Source: an optimization exercise on an open RTL-to-GDS flow (aim: small area, a short achievable clock period and few clock cycles per item). Production flows keep margins and buffers that such runs may drop. Only simulation tests tie the RTL to the original design; equivalence was not proved. Power and IR drop assume default switching activity.

==> design.v <==
module fp64_add_s1 (
    input  wire [63:0]       a,
    input  wire [63:0]       b,
    output wire [130-1:0]  m
);
    wire        sa = a[63];
    wire        sb = b[63];
    wire [10:0] ea = a[62:52];
    wire [10:0] eb = b[62:52];
    wire [51:0] fa = a[51:0];
    wire [51:0] fb = b[51:0];
    wire a_max  = &ea;
    wire b_max  = &eb;
    wire a_fz   = ~|fa;
    wire b_fz   = ~|fb;
    wire a_nan  = a_max & ~a_fz;
    wire b_nan  = b_max & ~b_fz;
    wire a_inf  = a_max & a_fz;
    wire b_inf  = b_max & b_fz;
    wire        a_nrm = |ea;
    wire        b_nrm = |eb;
    wire [10:0] ea1 = {ea[10:1], ea[0] | ~a_nrm};
    wire [10:0] eb1 = {eb[10:1], eb[0] | ~b_nrm};
    wire [52:0] ma  = {a_nrm, fa};
    wire [52:0] mb  = {b_nrm, fb};
    wire        sub = sa ^ sb;
    wire [11:0] dab = {1'b0, ea1} - {1'b0, eb1};
    wire [11:0] dba = {1'b0, eb1} - {1'b0, ea1};
    wire        a_ge = ~dab[11];
    wire [10:0] d    = a_ge ? dab[10:0] : dba[10:0];
    wire        sx = a_ge ? sa  : sb;
    wire [10:0] ex = a_ge ? ea1 : eb1;
    wire [52:0] mx = a_ge ? ma  : mb;
    wire [52:0] mz = a_ge ? mb  : ma;
    wire [5:0]   sh    = (d > 11'd56) ? 6'd56 : d[5:0];
    wire [55:0]  zfull = {mz, 3'b000};
    wire [55:0]  zsh   = zfull >> sh;
    wire [55:0]  zlost = zfull & ~({56{1'b1}} << sh);
    wire [55:0]  za    = {zsh[55:1], zsh[0] | (|zlost)};
    wire [55:0]  xa    = {mx, 3'b000};
    wire [56:0]  f;
    wire         f_co;
    pfx_add #(57) u_fadd (.a({1'b0, xa}), .b(sub ? ~{1'b0, za} : {1'b0, za}),
                          .cin(sub), .s(f), .cout(f_co));
    wire        e_eq  = (ea1 == eb1);
    wire        d1    = (d == 11'd1);
    wire        ma_ge;
    pfx_ge #(53) u_cmp (.a(ma), .b(mb), .ge(ma_ge));
    wire        pa    = e_eq ? ma_ge : a_ge;
    wire        sp    = pa ? sa : sb;
    wire [52:0] mp    = pa ? ma : mb;
    wire [52:0] mq    = pa ? mb : ma;
    wire [53:0] nq    = e_eq ? {mq, 1'b0} : {1'b0, mq};
    wire [53:0] nd;
    wire        nd_co;
    pfx_add #(54) u_nsub (.a({mp, 1'b0}), .b(~nq), .cin(1'b1), .s(nd), .cout(nd_co));
    wire sp_nan = a_nan | b_nan | (a_inf & b_inf & sub);
    wire sp_inf = a_inf | b_inf;
    wire inf_s  = a_inf ? sa : sb;
    wire nearc  = sub & (e_eq | d1);
    assign m = {sp_nan, sp_inf, inf_s, nearc, e_eq,
                sx, sub, ex, f,
                sp, nd};
endmodule
module fp64_add_s2 (
    input  wire [130-1:0] m,
    output reg  [63:0]      y,
    output reg              ge       
);
    localparam [62:0] TWO_PI_M = 63'h401921FB54442D18;
    localparam [63:0] QNAN = 64'h7FF8000000000000;
    wire        sp_nan = m[129];
    wire        sp_inf = m[128];
    wire        inf_s  = m[127];
    wire        nearc  = m[126];
    wire        e_eq   = m[125];
    wire        sx     = m[124];
    wire        sub    = m[123];
    wire [10:0] ex     = m[122:112];
    wire [56:0] f      = m[111:55];
    wire        sp     = m[54];
    wire [53:0] nd     = m[53:0];
    wire [10:0] ep     = ex;
    reg  [55:0] fn;
    reg  [11:0] fe;
    always @* begin
        if (f[56]) begin
            fn = {f[56:2], f[1] | f[0]};
            fe = {1'b0, ex} + 12'd1;
        end else if (f[55] | ~sub) begin
            fn = f[55:0];
            fe = {1'b0, ex};
        end else begin
            fn = {f[54:0], 1'b0};
            fe = {1'b0, ex} - 12'd1;
        end
    end
    wire [10:0] fef  = fn[55] ? fe[10:0] : 11'd0;
    wire        frnd = fn[2] & (fn[1] | fn[0] | fn[3]);
    wire [62:0] fmag;
    wire        fmag_co;
    assign {fmag_co, fmag} = {1'b0, fef, fn[54:3]} + {63'd0, frnd};
    wire        fovf = (fe >= 12'd2047);
    wire [63:0] lzv = {nd, 1'b1, 9'd0};
    wire [7:0]  bnz;
    wire [2:0]  bcl [0:7];
    genvar g;
    generate
        for (g = 0; g < 8; g = g + 1) begin : lzb
            wire [7:0] by = lzv[63-8*g -: 8];
            assign bnz[g] = |by;
            assign bcl[g] = by[7] ? 3'd0 : by[6] ? 3'd1 : by[5] ? 3'd2 :
                            by[4] ? 3'd3 : by[3] ? 3'd4 : by[2] ? 3'd5 :
                            by[1] ? 3'd6 : 3'd7;
        end
    endgenerate
    wire [2:0] gi = bnz[0] ? 3'd0 : bnz[1] ? 3'd1 : bnz[2] ? 3'd2 :
                    bnz[3] ? 3'd3 : bnz[4] ? 3'd4 : bnz[5] ? 3'd5 :
                    bnz[6] ? 3'd6 : 3'd7;
    wire [5:0] lz = {gi, bcl[gi]};
    wire [10:0] epm1 = ep - 11'd1;
    wire        lim  = ({5'd0, lz} > epm1);
    wire [5:0]  nsh  = lim ? epm1[5:0] : lz;
    wire [53:0] nn   = nd << nsh;
    wire [10:0] nef  = nn[53] ? (ep - {5'd0, nsh}) : 11'd0;
    wire [62:0] nmag = {nef, nn[52:1]};
    wire        nzero = ~|nd;
    wire use_near = nearc & (e_eq | (~nd[53] & ~nd[52]));
    wire [62:0] fpre = {fef, fn[54:3]};
    wire        f_ge0, f_ge1, n_ge;
    assign f_ge0 = (fpre >= TWO_PI_M);
    assign f_ge1 = (fpre >= TWO_PI_M - 63'd1);
    assign n_ge  = (nmag >= TWO_PI_M);
    always @* begin
        if (sp_nan)
            ge = 1'b0;
        else if (sp_inf)
            ge = ~inf_s;
        else if (use_near)
            ge = ~nzero & ~sp & n_ge;
        else
            ge = ~sx & (fovf | (frnd ? f_ge1 : f_ge0));
    end
    always @* begin
        if (sp_nan)
            y = QNAN;
        else if (sp_inf)
            y = {inf_s, 11'h7FF, 52'd0};
        else if (use_near)
            y = nzero ? 64'd0 : {sp, nmag};
        else if (fovf)
            y = {sx, 11'h7FF, 52'd0};
        else
            y = {sx, fmag};
    end
endmodule
module pfx_add #(parameter W = 8) (
    input  wire [W-1:0] a,
    input  wire [W-1:0] b,
    input  wire         cin,
    output wire [W-1:0] s,
    output wire         cout
);
    localparam N = W + 1;
    localparam L = (N <= 2) ? 1 : (N <= 4) ? 2 : (N <= 8) ? 3 : (N <= 16) ? 4 :
                   (N <= 32) ? 5 : (N <= 64) ? 6 : 7;
    wire [N-1:0] g [0:L];
    wire [N-1:0] p [0:L];
    assign g[0] = {a & b, cin};
    assign p[0] = {a ^ b, 1'b0};
    genvar l, i;
    generate
        for (l = 0; l < L; l = l + 1) begin : lv
            for (i = 0; i < N; i = i + 1) begin : bt
                if ((i >> l) & 1) begin : cmb
                    localparam integer J = ((i >> (l + 1)) << (l + 1)) + (1 << l) - 1;
                    assign g[l+1][i] = g[l][i] | (p[l][i] & g[l][J]);
                    assign p[l+1][i] = p[l][i] & p[l][J];
                end else begin : pas
                    assign g[l+1][i] = g[l][i];
                    assign p[l+1][i] = p[l][i];
                end
            end
        end
    endgenerate
    assign s    = p[0][N-1:1] ^ g[L][N-2:0];
    assign cout = g[L][N-1];
endmodule
module pfx_ge #(parameter W = 8) (
    input  wire [W-1:0] a,
    input  wire [W-1:0] b,
    output wire         ge
);
    localparam N = W + 1;
    localparam L = (N <= 2) ? 1 : (N <= 4) ? 2 : (N <= 8) ? 3 : (N <= 16) ? 4 :
                   (N <= 32) ? 5 : (N <= 64) ? 6 : 7;
    wire [N-1:0] g [0:L];
    wire [N-1:0] p [0:L];
    assign g[0] = {a & ~b, 1'b1};
    assign p[0] = {a ^ ~b, 1'b0};
    genvar l, i;
    generate
        for (l = 0; l < L; l = l + 1) begin : lv
            for (i = 0; i < N; i = i + 1) begin : bt
                if ((i >> l) & 1) begin : cmb
                    localparam integer J = ((i >> (l + 1)) << (l + 1)) + (1 << l) - 1;
                    assign g[l+1][i] = g[l][i] | (p[l][i] & g[l][J]);
                    assign p[l+1][i] = p[l][i] & p[l][J];
                end else begin : pas
                    assign g[l+1][i] = g[l][i];
                    assign p[l+1][i] = p[l][i];
                end
            end
        end
    endgenerate
    assign ge = g[L][N-1];
endmodule
module phase_accumulator (
    input  wire        clk,
    input  wire        rst,
    input  wire        cmd_valid,
    output wire        cmd_ready,
    input  wire [1:0]  cmd_op,
    input  wire [2:0]  cmd_k,
    input  wire [63:0] cmd_data,
    output wire        rsp_valid,
    output wire [63:0] rsp_data
);
    localparam [63:0] TWO_PI     = 64'h401921FB54442D18;
    localparam [63:0] NEG_TWO_PI = 64'hC01921FB54442D18;
    localparam [1:0] OP_CLR = 2'd0, OP_ADV = 2'd1, OP_VAL = 2'd2;
    reg        c_v;
    reg [1:0]  c_op;
    reg [2:0]  c_k;
    reg [4:0]  a_sel_r;
    reg        wsel_r;   
    reg [63:0] c_d;
    reg               p_v;      
    reg               p_wr;     
    reg               p_first;  
    reg               p_mw;     
    reg               p_clr;
    reg               p_val;
    reg               p_fwd;    
    reg [2:0]         p_k;
    reg [130-1:0]   p_m;
    reg        r_v;
    reg        w_p;      
    reg        s_ge;     
    reg [2:0]  s_k;
    reg [63:0] s_r;
    reg [63:0] ph [0:4];
    reg [4:0]  zf;
    wire wrap_now = w_p && s_ge;
    wire c_adv  = (c_op == OP_ADV) && (c_k <= 3'd4);
    wire c_rd   = (c_op == OP_ADV || c_op == OP_VAL) && (c_k <= 3'd4);
    wire c_hit  = p_wr && (p_k == c_k);
    wire hazard = p_v && (p_mw || (c_rd && p_clr) || (c_adv && c_hit));
    wire issue  = c_v && !wsel_r && !hazard;
    assign cmd_ready = !c_v || issue;
    assign rsp_valid = r_v && !wrap_now;
    assign rsp_data  = s_r;
    wire [4:0] a_sel = a_sel_r & ~zf;
    wire [63:0] add_a = ({64{a_sel[0]}} & ph[0]) | ({64{a_sel[1]}} & ph[1]) |
                        ({64{a_sel[2]}} & ph[2]) | ({64{a_sel[3]}} & ph[3]) |
                        ({64{a_sel[4]}} & ph[4]);
    wire [63:0] add_b = wsel_r ? NEG_TWO_PI : (c_op[1] ? 64'h8000000000000000 : c_d);
    wire [130-1:0] add_m;
    fp64_add_s1 u_s1 (.a(add_a), .b(add_b), .m(add_m));
    function [9:0] q64;
        input [63:0] v;
        begin
            if (v[63] || v[62:52] < 11'd1017)
                q64 = 10'd0;
            else
                q64 = {1'b0, 1'b1, v[51:44]} >> (4'd8 - (v[55:52] - 4'd9));
        end
    endfunction
    wire big_a = !add_a[63] && (add_a[62:52] >= 11'd1026);
    wire big_b = !add_b[63] && (add_b[62:52] >= 11'd1026);
    wire [10:0] qsum = {1'b0, q64(add_a)} + {1'b0, q64(add_b)};
    wire may_wrap = big_a || big_b || (qsum >= 11'd401);
    wire [63:0] add_y;
    wire        y_ge;
    fp64_add_s2 u_s2 (.m(p_m), .y(add_y), .ge(y_ge));
    wire [63:0] res = p_fwd ? s_r : ((p_wr || p_val) ? add_y : 64'd0);
    integer j;
    always @(posedge clk) begin
        p_m <= add_m;
        if (rst) begin
            p_v <= 1'b0;
            p_mw <= 1'b0;
        end else if (wsel_r) begin
            p_v     <= wrap_now;
            p_wr    <= 1'b1;
            p_first <= 1'b0;
            p_mw    <= 1'b0;
            p_clr   <= 1'b0;
            p_val   <= 1'b0;
            p_fwd   <= 1'b0;
            p_k     <= s_k;
        end else begin
            p_v     <= issue;
            p_wr    <= c_adv;
            p_first <= c_adv;
            p_mw    <= issue && c_adv && may_wrap;
            p_clr   <= (c_op == OP_CLR);
            p_val   <= (c_op == OP_VAL);
            p_fwd   <= (c_op == OP_VAL) && (c_k <= 3'd4) && p_v && c_hit;
            p_k     <= c_k;
        end
        if (rst)
            c_v <= 1'b0;
        else if (cmd_ready)
            c_v <= cmd_valid;
        if (cmd_ready) begin
            c_op <= cmd_op;
            c_k  <= cmd_k;
            c_d  <= cmd_data;
        end
        if (rst)
            wsel_r <= 1'b0;
        else
            wsel_r <= p_v && p_mw;
        for (j = 0; j < 5; j = j + 1)
            a_sel_r[j] <= (p_v && p_mw) ? (p_k == j[2:0]) :
                          cmd_ready     ? (cmd_k == j[2:0]) :
                                          (c_k == j[2:0]);
        if (rst) begin
            r_v <= 1'b0;
            w_p <= 1'b0;
        end else begin
            r_v <= p_v;
            w_p <= p_v && p_first;
        end
        s_r  <= res;
        s_ge <= y_ge;
        s_k  <= p_k;
        if (rst)
            zf <= 5'b11111;
        else if (p_v && p_clr)
            zf <= 5'b11111;
        else if (p_v && p_wr)
            for (j = 0; j < 5; j = j + 1)
                if (p_k == j[2:0])
                    zf[j] <= 1'b0;
        for (j = 0; j < 5; j = j + 1)
            if (p_v && p_wr && p_k == j[2:0])
                ph[j] <= add_y;
    end
endmodule
==> flow/run.sh <==
#!/bin/bash
# The standard layout (standard.sh, all steps), with the timing repair
# asked to overfix setup by a margin, so that the achieved period shrinks,
# and with the number of repair passes bounded so that it ends in time.
# ORFS's scripts are copied here and util.tcl's repair_timing_helper gets
# -max_passes; nothing else in them changes. Logs stay in this folder.
set -o pipefail
W=$(pwd)
cp -r "$FLOW_HOME/scripts" "$W/scripts"
sed -i 's/^  lappend additional_args {\*}\$args -verbose$/  lappend additional_args {*}$args -verbose -max_passes $::env(RT_MAX_PASSES)/' "$W/scripts/util.tcl"
grep -n "max_passes" "$W/scripts/util.tcl" > patch.log 2>&1
export RT_MAX_PASSES=${RT_MAX_PASSES:-1500}
export SETUP_SLACK_MARGIN=${SETUP_MARGIN:-17.5}
export TNS_END_PERCENT=${TNS_PCT:-0}
bash standard.sh SCRIPTS_DIR="$W/scripts" finish > standard.log 2>&1
==> standard.sh <==
#!/bin/bash
# synth_recipe.tcl (not shown) runs the flow's synth.tcl, then flattens the netlist and writes it again
# the make line also repeats each setting of config.mk as NAME=value (left out here)
make -C /OpenROAD-flow-scripts/flow DESIGN_CONFIG=/design/flow/config.mk WORK_HOME=/design/flow/orfs CLKGATE_MAP_FILE= SYNTH_SCRIPT=/design/flow/synth_recipe.tcl "${@:-finish}"
==> config.mk <==
export PLATFORM = sky130hd
export DESIGN_NAME = phase_accumulator
export DESIGN_NICKNAME = phase_accumulator
export VERILOG_FILES = /design/flow/design.v
export SDC_FILE = /design/flow/constraint.sdc
export NUM_CORES = 4
export LEC_CHECK = 0
export CAP_MARGIN = 20
export CORE_MARGIN = 2
export CORE_UTILIZATION = 55
export SLEW_MARGIN = 20
export SYNTH_HIERARCHICAL = 1
==> constraint.sdc <==
create_clock -name core_clock -period 25.0 [get_ports {clk}]
set_input_delay 5.0000 -clock core_clock [delete_from_list [all_inputs] [get_ports {clk}]]
set_output_delay 5.0000 -clock core_clock [all_outputs]
set_load 0.01 [all_outputs]
==> flow_metrics.py <==
metrics = {
    "clock_tree": {
        "clk-insertion-delay-late_ns": 0.69,
        "clock-root-buffer": "sky130_fd_sc_hd__clkbuf_16",
        "cts_tree": "done",
        "ctsLongestPathBuffers": 3,
        "clkSinkCount": 611,
        "cts_hold_buf": 0,
        "clk_pin_slew_ns": 0.06,
        "h-tree-depth": 2,
        "tritoncts.num_buffers": 61,
    },
    "critical_path": {
        "worst_setup_path_start_kind": "flop",
        "regToRegEndpoint": "p_m[108]$_DFF_P_",
        "crit_reg_reg_startpoint": "a_sel_r[2]$_DFF_P_",
        "worst-setup-path-type": "reg2reg",
        "setup.worst_path.end": "p_m[108]$_DFF_P_",
        "worstRegToRegCells": 32,
        "timing.critical_path.fanout_max": 27,
        "worstSetupEndpointType": "flop",
        "timing.reg2reg.setup_slack_ns": 16.40,
        "largest_stage_delay_on_the_critical_path_ns": 0.50,
        "cp_slowest_cell": "sky130_fd_sc_hd__a222oi_1",
        "timing.critical_path.arrival_ns": 9.15,
        "cp-startpoint": "a_sel_r[2]$_DFF_P_",
        "critPathRequiredTime_ns": 25.55,
    },
    "power": {
        "power.ir.vdd_worst_mv": 0.0687,
        "lkg_pwr_nw": 21.1,
        "report.power.total_w": 0.00439,
        "power_density_mw_per_mm2": 79.6,
    },
    "placement": {
        "globalplace.congestion": 1.13,
        "dp_hpwl_um": 154000,
        "portBuffers": 137,
    },
    "grt": {
        "global_route.overflow_total": 0,
        "antenna_found_initial": 11,
        "first_global_vias": 44400,
        "wire_length_of_the_first_global_routing_pass_um": 314000,
        "grt_start_max_net_pins": 92,
        "grt_usage_pct": 48.2,
    },
    "detailed_routing": {
        "drt-vias-per-instance": 7.14,
        "vias": 48500,
        "drt-total-wl_um": 222000,
        "antenna_violating_nets_post_route": 0,
        "drt_pre_antenna_iters": 10,
        "avgRoutedWirePerCell_um": 32.6,
        "drt_iter0_drc": 7878,
        "drc": 0,
    },
    "final_layout": {
        "final_layout_size_suffix_gt1_share_pct": 13.5,
        "nets": 5884,
        "finalCoreUtilization_pct": 63.9,
        "fill_cells": 7174,
        "flow.area_growth_from_synthesis_pct": 15.7,
    },
    "floorplanning": {
        "core_area_mm2": 0.0863,
        "initial_core_util_pct": 55.2,
        "ios": 138,
        "fp.dieArea_mm2": 0.0891,
        "fp.dieH_um": 299,
        "rows": 108,
        "die-width_um": 299,
    },
    "timing": {
        "max_freq_mhz": 116,
        "period_minus_slack_ns": 8.60,
        "least_margin_pin_slew_ns": 1.22,
        "maxSlewHeadroom_pct": 16.2,
        "slew_violations": 0,
        "hold_viol": 0,
        "setup_viol_count_final": 0,
        "rsz0062_at_grt": "true",
        "setup_total_negative_slack_ns": 0,
        "clock-skew-final_ns": 0.0371,
        "final.period_utilization_pct": 34.4,
    },
    "yosys": {
        "synthesis.area_mm2": 0.0477,
        "post_synth_inst_count": 5467,
        "yosysWarnings": 12,
        "synth.avg_cell_area_um2": 8.73,
    },
    "outcome": {
        "result_of_the_run": "complete, no violations",
    },
    "flow_run": {
        "max-cap-violations": 0,
    },
    "worst_hold_path": {
        "hold_path_class": "reg2reg",
    },
}
[layout make-up]
class                   instances  area [µm²]  share of cell area [%]
clock buffers                  77        1630                    2.95
diodes                          4        10.0                  0.0181
clock inverters                38         435                   0.789
inverters                     177         684                    1.24
repair buffers                387        4090                    7.41
flip-flops and latches        611       16900                    30.5
multi-input cells            4346       30000                    54.4
well taps                    1155        1450                    2.62
[critical path, delay by kind of cell (launching register included)]
family / cells / cell delay, ns
flops: 1 / 0.31
mux: 1 / 0.19
buf+inv: 4 / 0.85
compound gates: 14 / 3.65
xor+xnor: 2 / 0.36
fa+ha+maj: 2 / 0.71
simple gates: 9 / 2.35
[where the power goes]
part	leakage, nW	internal [W]	total (W)	switching, W
clock	1.00	0.000536	0.000941	0.000405
sequential	5.62	0.00127	0.00143	0.000153
combinational	14.5	0.000662	0.00203	0.00136
total	21.1	0.00247	0.00439	0.00192
[how the worst min path moves through the flow]
stage                                     start              to  slack, ns  cells past startpoint
after global placement    p_first$_SDFFCE_PP0N_  w_p$_SDFF_PP0_       0.43                      1
after floorplan                p_k[0]$_DFFE_PN_  s_k[0]$_DFF_P_       0.34                      0
after CTS                 p_first$_SDFFCE_PP0N_  w_p$_SDFF_PP0_       0.45                      1
after global routing      p_first$_SDFFCE_PP0N_  w_p$_SDFF_PP0_       0.47                      1
final                     p_first$_SDFFCE_PP0N_  w_p$_SDFF_PP0_       0.45                      1
after detailed placement  p_first$_SDFFCE_PP0N_  w_p$_SDFF_PP0_       0.45                      1
[registers in the layout (all words and copies together), names as in the netlist, 2 cells and up]
signal	count
s_k	3
c_op	2
c_k	3
zf	5
ph	320
c_d	64
p_k	3
s_r	64
p_m	130
a_sel_r	5
[per-stage QoR]
stage                     instances  hold slack [ns]  area, µm²  setup slack, ns
after floorplan                5472            0.343      47900            17.27
after global placement         6524            0.430      50100            14.87
after detailed placement       6524            0.448      50100            14.65
after CTS                      6773            0.455      54700            16.70
after global routing           6793            0.466      55200            16.25
final                          6795            0.454      55200            16.40
[repair_timing]
action | 4_1_cts | 5_1_grt
endpoints found under the setup margin | 434 | 397
setup buffers | 105 | 16
pin swaps | 70 | 35
gates resized for setup | 209 | 60
cloned | 29 | 2
[layer usage]
| layer | track usage [%] | wire length [µm] |
|---|---|---|
| met1 | 59.3 | 77400 |
| met2 | 69.7 | 90500 |
| met3 | 16.1 | 31500 |
| met4 | 36.9 | 22300 |
| met5 | 1.38 | 74 |
[layout by cell type (no fill, tap or decap), types with 23 or more instances in the layout]
cell,n
sky130_fd_sc_hd__o21ai_0,213
sky130_fd_sc_hd__nand2_1,826
sky130_fd_sc_hd__nor2_1,364
sky130_fd_sc_hd__ha_1,208
sky130_fd_sc_hd__and2_1,71
sky130_fd_sc_hd__nand4_1,63
sky130_fd_sc_hd__edfxtp_1,461
sky130_fd_sc_hd__xnor2_1,171
sky130_fd_sc_hd__nor2b_1,101
sky130_fd_sc_hd__a222oi_1,23
sky130_fd_sc_hd__mux2i_1,184
sky130_fd_sc_hd__a21oi_1,347
sky130_fd_sc_hd__xor2_1,57
sky130_fd_sc_hd__a22oi_1,152
sky130_fd_sc_hd__or3_1,23
sky130_fd_sc_hd__nor3_1,131
sky130_fd_sc_hd__a21o_1,75
sky130_fd_sc_hd__o211ai_1,71
sky130_fd_sc_hd__inv_1,166
sky130_fd_sc_hd__clkbuf_16,64
sky130_fd_sc_hd__and3_1,44
sky130_fd_sc_hd__clkdlybuf4s50_1,137
sky130_fd_sc_hd__a31oi_1,51
sky130_fd_sc_hd__o22ai_1,60
sky130_fd_sc_hd__nand3_1,148
sky130_fd_sc_hd__nor4_1,51
sky130_fd_sc_hd__mux2_2,96
sky130_fd_sc_hd__o21a_1,31
sky130_fd_sc_hd__dfxtp_1,142
sky130_fd_sc_hd__a211oi_1,79
sky130_fd_sc_hd__nand2b_1,37
sky130_fd_sc_hd__buf_4,190
sky130_fd_sc_hd__o221ai_1,35
Testbench counts, summed over its fixed seeds: cycles 28,356, items 24,000.

## re-timing with driven ports
No port has a modelled driver above. Below, the same layout with a new extraction and two added sets of constraints. Step 1, drivers: a clkbuf_16 drives clk and a buf_2 each remaining input, both assumed. Step 2 also shifts input and output timing later by t, the mid clock arrival at the registers, as if the neighbouring blocks saw the same clock. a / b / c = ideal / step 1 / step 2; a / b = the first two.
t (ns): 0.746
slack for setup (ns): 16.395 / 16.395 / 16.395
worst setup path after step 2: register to register
latest minus earliest clock arrival (ns): 0.037 / 0.037
worst slew at a driven data input, ns: 0.06
After both steps setup and hold are still met in this run. For this run, drivers alone change the setup slack by 0.000 ns; drivers and shift together by 0.000 ns.
